This design comes from an exercise in tuning for small area, a short achievable clock period and few clock cycles on the open sky130 flow, not from production work. In this exercise RTL edits were held to simulation tests only and were not proved equivalent to the original.

Design lkg, start of the top module:
module lkg (
    input  wire        clk,
    input  wire        rst,           
    input  wire        cmd_valid,
    output wire        cmd_ready,
    input  wire [47:0] cmd_data,
    output wire        rsp_valid,
    input  wire        rsp_ready,
    output wire [1:0]  rsp_status,
    output wire [31:0] rsp_data
);
clock: 10.0 ns
lec_check: 0
cap_margin: 0
core_margin: 2
core_utilization: 40
setup_slack_margin: 5
slew_margin: 0
standard.sh (not shown) runs the stock make flow with config.mk's settings and CLKGATE_MAP_FILE= SYNTH_SCRIPT=/design/flow/synth_recipe.tcl, a recipe that flattens the netlist after the stock synthesis.
==> flow/flow/run.sh <==
#!/bin/bash
set -euo pipefail
here=$(pwd)
rm -rf "$here/scripts"
cp -r "$FLOW_HOME/scripts" "$here/scripts"
cp "$here/flow/abc_area.script" "$here/scripts/abc_speed.script"
bash standard.sh \
    "SCRIPTS_DIR=$here/scripts" \
    "BUFFER_PORTS_ARGS=-buffer_cell sky130_fd_sc_hd__buf_1" \
    SETUP_SLACK_MARGIN=5.5 \
    finish > standard.log 2>&1
==> flow/flow/abc_area.script <==
strash
balance; rewrite; refactor; balance; rewrite; rewrite -z; balance; refactor -z; rewrite -z; balance
balance -l; resub -K 6 -l; rewrite -l; resub -K 6 -N 2 -l; refactor -l; resub -K 8 -l; balance -l; resub -K 8 -N 2 -l; rewrite -l; resub -K 10 -l; rewrite -z -l; resub -K 10 -N 2 -l; balance -l; resub -K 12 -l; refactor -z -l; resub -K 12 -N 2 -l; rewrite -z -l; balance -l
&get -n
&st
&dch -f
&nf -a -R 1000
&put
topo
stime -c
Testbench counts at the start, summed over its fixed seeds: cycles 22,836.
Next try:
--- a/flow/design.v
+++ b/flow/design.v
@@ -151,89 +151,89 @@
     wire [16:0] a_d = ({17{ld_a_init}} & seed_a_init)
                     | ({17{ld_a_seed}} & seed_a_cmd)
                     | ({17{ld_a_lda}}  & o[16:0])
                     | ({17{step_a}}    & step4a(reg_a, taps_a))
                     | ({17{hold_a}}    & reg_a);
     wire [24:0] b_d = ({25{ld_b_seed}} & seed_b)
                     | ({25{ld_b_ldb}}  & o[24:0])
                     | ({25{step_b}}    & step4b(reg_b, taps_b))
                     | ({25{hold_b}}    & reg_b);
     wire [7:0] xa     = rev8(reg_a[7:0]);
     wire [7:0] yb     = rev8(reg_b[7:0]);
+    wire [8:0] sum_xy = {1'b0, xa} + {1'b0, yb};
     wire [4:0] sum_lo  = {1'b0, xa[3:0]} + {1'b0, yb[3:0]} + {4'd0, cy};
-    wire [4:0] sum_hi0 = {1'b0, xa[7:4]} + {1'b0, yb[7:4]};
-    wire [4:0] sum_hi1 = {1'b0, xa[7:4]} + {1'b0, yb[7:4]} + 5'd1;
-    wire [4:0] sum_hi  = sum_lo[4] ? sum_hi1 : sum_hi0;
-    wire [7:0] sum_o   = {sum_hi[3:0], sum_lo[3:0]};
-    wire       cy_new  = sum_hi[4] & ~(cy & (&(xa ^ yb)));
+    wire [3:0] sum_hi0 = xa[7:4] + yb[7:4];
+    wire [3:0] sum_hi1 = xa[7:4] + yb[7:4] + 4'd1;
+    wire [7:0] sum_o   = {sum_lo[4] ? sum_hi1 : sum_hi0, sum_lo[3:0]};
     assign cmd_ready  = ~busy & ~rst;
     assign rsp_valid  = rv & ~rst;
     assign rsp_status = {rk == K_UNI, rk == K_ILL};
     wire [24:0] rd = ({25{r_next}}  & {17'd0, sum_o})
                    | ({25{r_emita}} & {17'd0, xa})
                    | ({25{r_emitb}} & {17'd0, yb})
                    | ({25{r_rdc}}   & {24'd0, cy})
                    | ({25{r_rda}}   & {8'd0, reg_a})
                    | ({25{r_rdb}}   & reg_b)
                    | ({25{r_rtapa}} & {8'd0, taps_a})
                    | ({25{r_rtapb}} & taps_b)
                    | ({25{r_rdst}}  & {22'd0, cv, bv, av});
     assign rsp_data = {7'd0, rd};
     always @(posedge clk) begin
         if (rst) begin
             busy   <= 1'b0;
             rv     <= 1'b0;
             av     <= 1'b0;
             bv     <= 1'b0;
             cv     <= 1'b0;
+            na     <= 2'd0;
+            nb     <= 3'd0;
         end else begin
             if (accept) begin
                 busy <= 1'b1;
                 if (!is_init)
                     rv <= 1'b1;
+                rk <= ~legal   ? K_ILL   : uninit   ? K_UNI   :
+                      is_next  ? K_NEXT  : is_emita ? K_EMITA : is_emitb ? K_EMITB :
+                      is_rdc   ? K_RDC   : is_rda   ? K_RDA   : is_rdb   ? K_RDB   :
+                      is_rtapa ? K_RTAPA : is_rtapb ? K_RTAPB : is_rdst  ? K_RDST  : K_OK;
             end
             if (iw & ~nb[2])
                 rv <= 1'b1;
             if (taken) begin
                 rv   <= 1'b0;
                 busy <= 1'b0;
             end
+            if (ld_a_init | (accept & (ok_next | ok_emita)))
+                na <= 2'd2;
+            else if (ld_a)
+                na <= 2'd0;
+            else if (step_a)
+                na <= na - 2'd1;
+            if (accept & ok_init)
+                nb <= 3'd4;
+            else if (accept & (ok_next | ok_emitb))
+                nb <= 3'd2;
+            else if (ld_b)
+                nb <= 3'd0;
+            else if (step_b)
+                nb <= nb - 3'd1;
+            if (accept & (ok_init | ok_setc))
+                cy <= ok_setc & o[0];
+            else if (taken & r_next)
+                cy <= sum_xy[8];
             if (ld_a) av <= 1'b1;
             if (ld_b) bv <= 1'b1;
             if (accept & (ok_init | ok_setc)) cv <= 1'b1;
         end
     end
     always @(posedge clk) begin
-        if (accept)
-            rk <= ~legal   ? K_ILL   : uninit   ? K_UNI   :
-                  is_next  ? K_NEXT  : is_emita ? K_EMITA : is_emitb ? K_EMITB :
-                  is_rdc   ? K_RDC   : is_rda   ? K_RDA   : is_rdb   ? K_RDB   :
-                  is_rtapa ? K_RTAPA : is_rtapb ? K_RTAPB : is_rdst  ? K_RDST  : K_OK;
-        if (ld_a_init | (accept & (ok_next | ok_emita)))
-            na <= 2'd2;
-        else if (ld_a)
-            na <= 2'd0;
-        else if (step_a)
-            na <= na - 2'd1;
-        if (accept & ok_init)
-            nb <= 3'd4;
-        else if (accept & (ok_next | ok_emitb))
-            nb <= 3'd2;
-        else if (ld_b)
-            nb <= 3'd0;
-        else if (step_b)
-            nb <= nb - 3'd1;
-        if (accept & (ok_init | ok_setc))
-            cy <= ok_setc & o[0];
-        else if (taken & r_next)
-            cy <= cy_new;
         reg_a <= a_d;
         reg_b <= b_d;
     end
     wire wr_a = ~rst & accept & ok_wtapa;
     wire wr_b = ~rst & accept & ok_wtapb;
     always @(posedge clk) begin
         rst_t <= rst;
         if (rst_t & ~wr_a)
             taps_a <= TAPS_A_REF;
         else if (wr_a)
             taps_a <= o[16:0];
The new run passed the timing, design-rule and antenna checks.
Non-clock buffer count came out higher by 1.
Worst setup slack degrades by 0.0084 ns.
Cell count hardly moves.
Die area stays the same.
Sequential share of layout area hardly moves.
Global-route usage went down by 0.51 points.
Final area hardly moves.
Testbench counts after the change, summed over its fixed seeds: cycles 22,836.

-- afterwards: timing with drivers on the ports --
How much do the figures lean on ideal ports? The routed layouts below were timed once more, with nothing changed but the port constraints. Step 1 sets driving cells, clkbuf_16 on the clock port and buf_2 on the other inputs (assumed; they add their load-dependent delay and slew). Step 2 times the ports against the registers' clock, not the clock port: input delays grow and output delays shrink by t, the midpoint of the rising clock arrivals with the driver on. a / b / c = ideal ports / drivers / drivers and shift; a / b = the first two.
run	shift t [ns]	setup WS [ns]	latest minus earliest clock arrival (ns)	worst register clock-pin slew, ns
the first run	0.399	5.552 / 5.533 / 5.297	0.009 / 0.009	0.07 / 0.07
the second run	0.400	5.544 / 5.504 / 5.372	0.012 / 0.013	0.08 / 0.08
After both steps setup and hold are still met in every run listed. For the first run, which loses most, drivers alone change the setup slack by -0.019 ns; drivers and shift together by -0.255 ns.
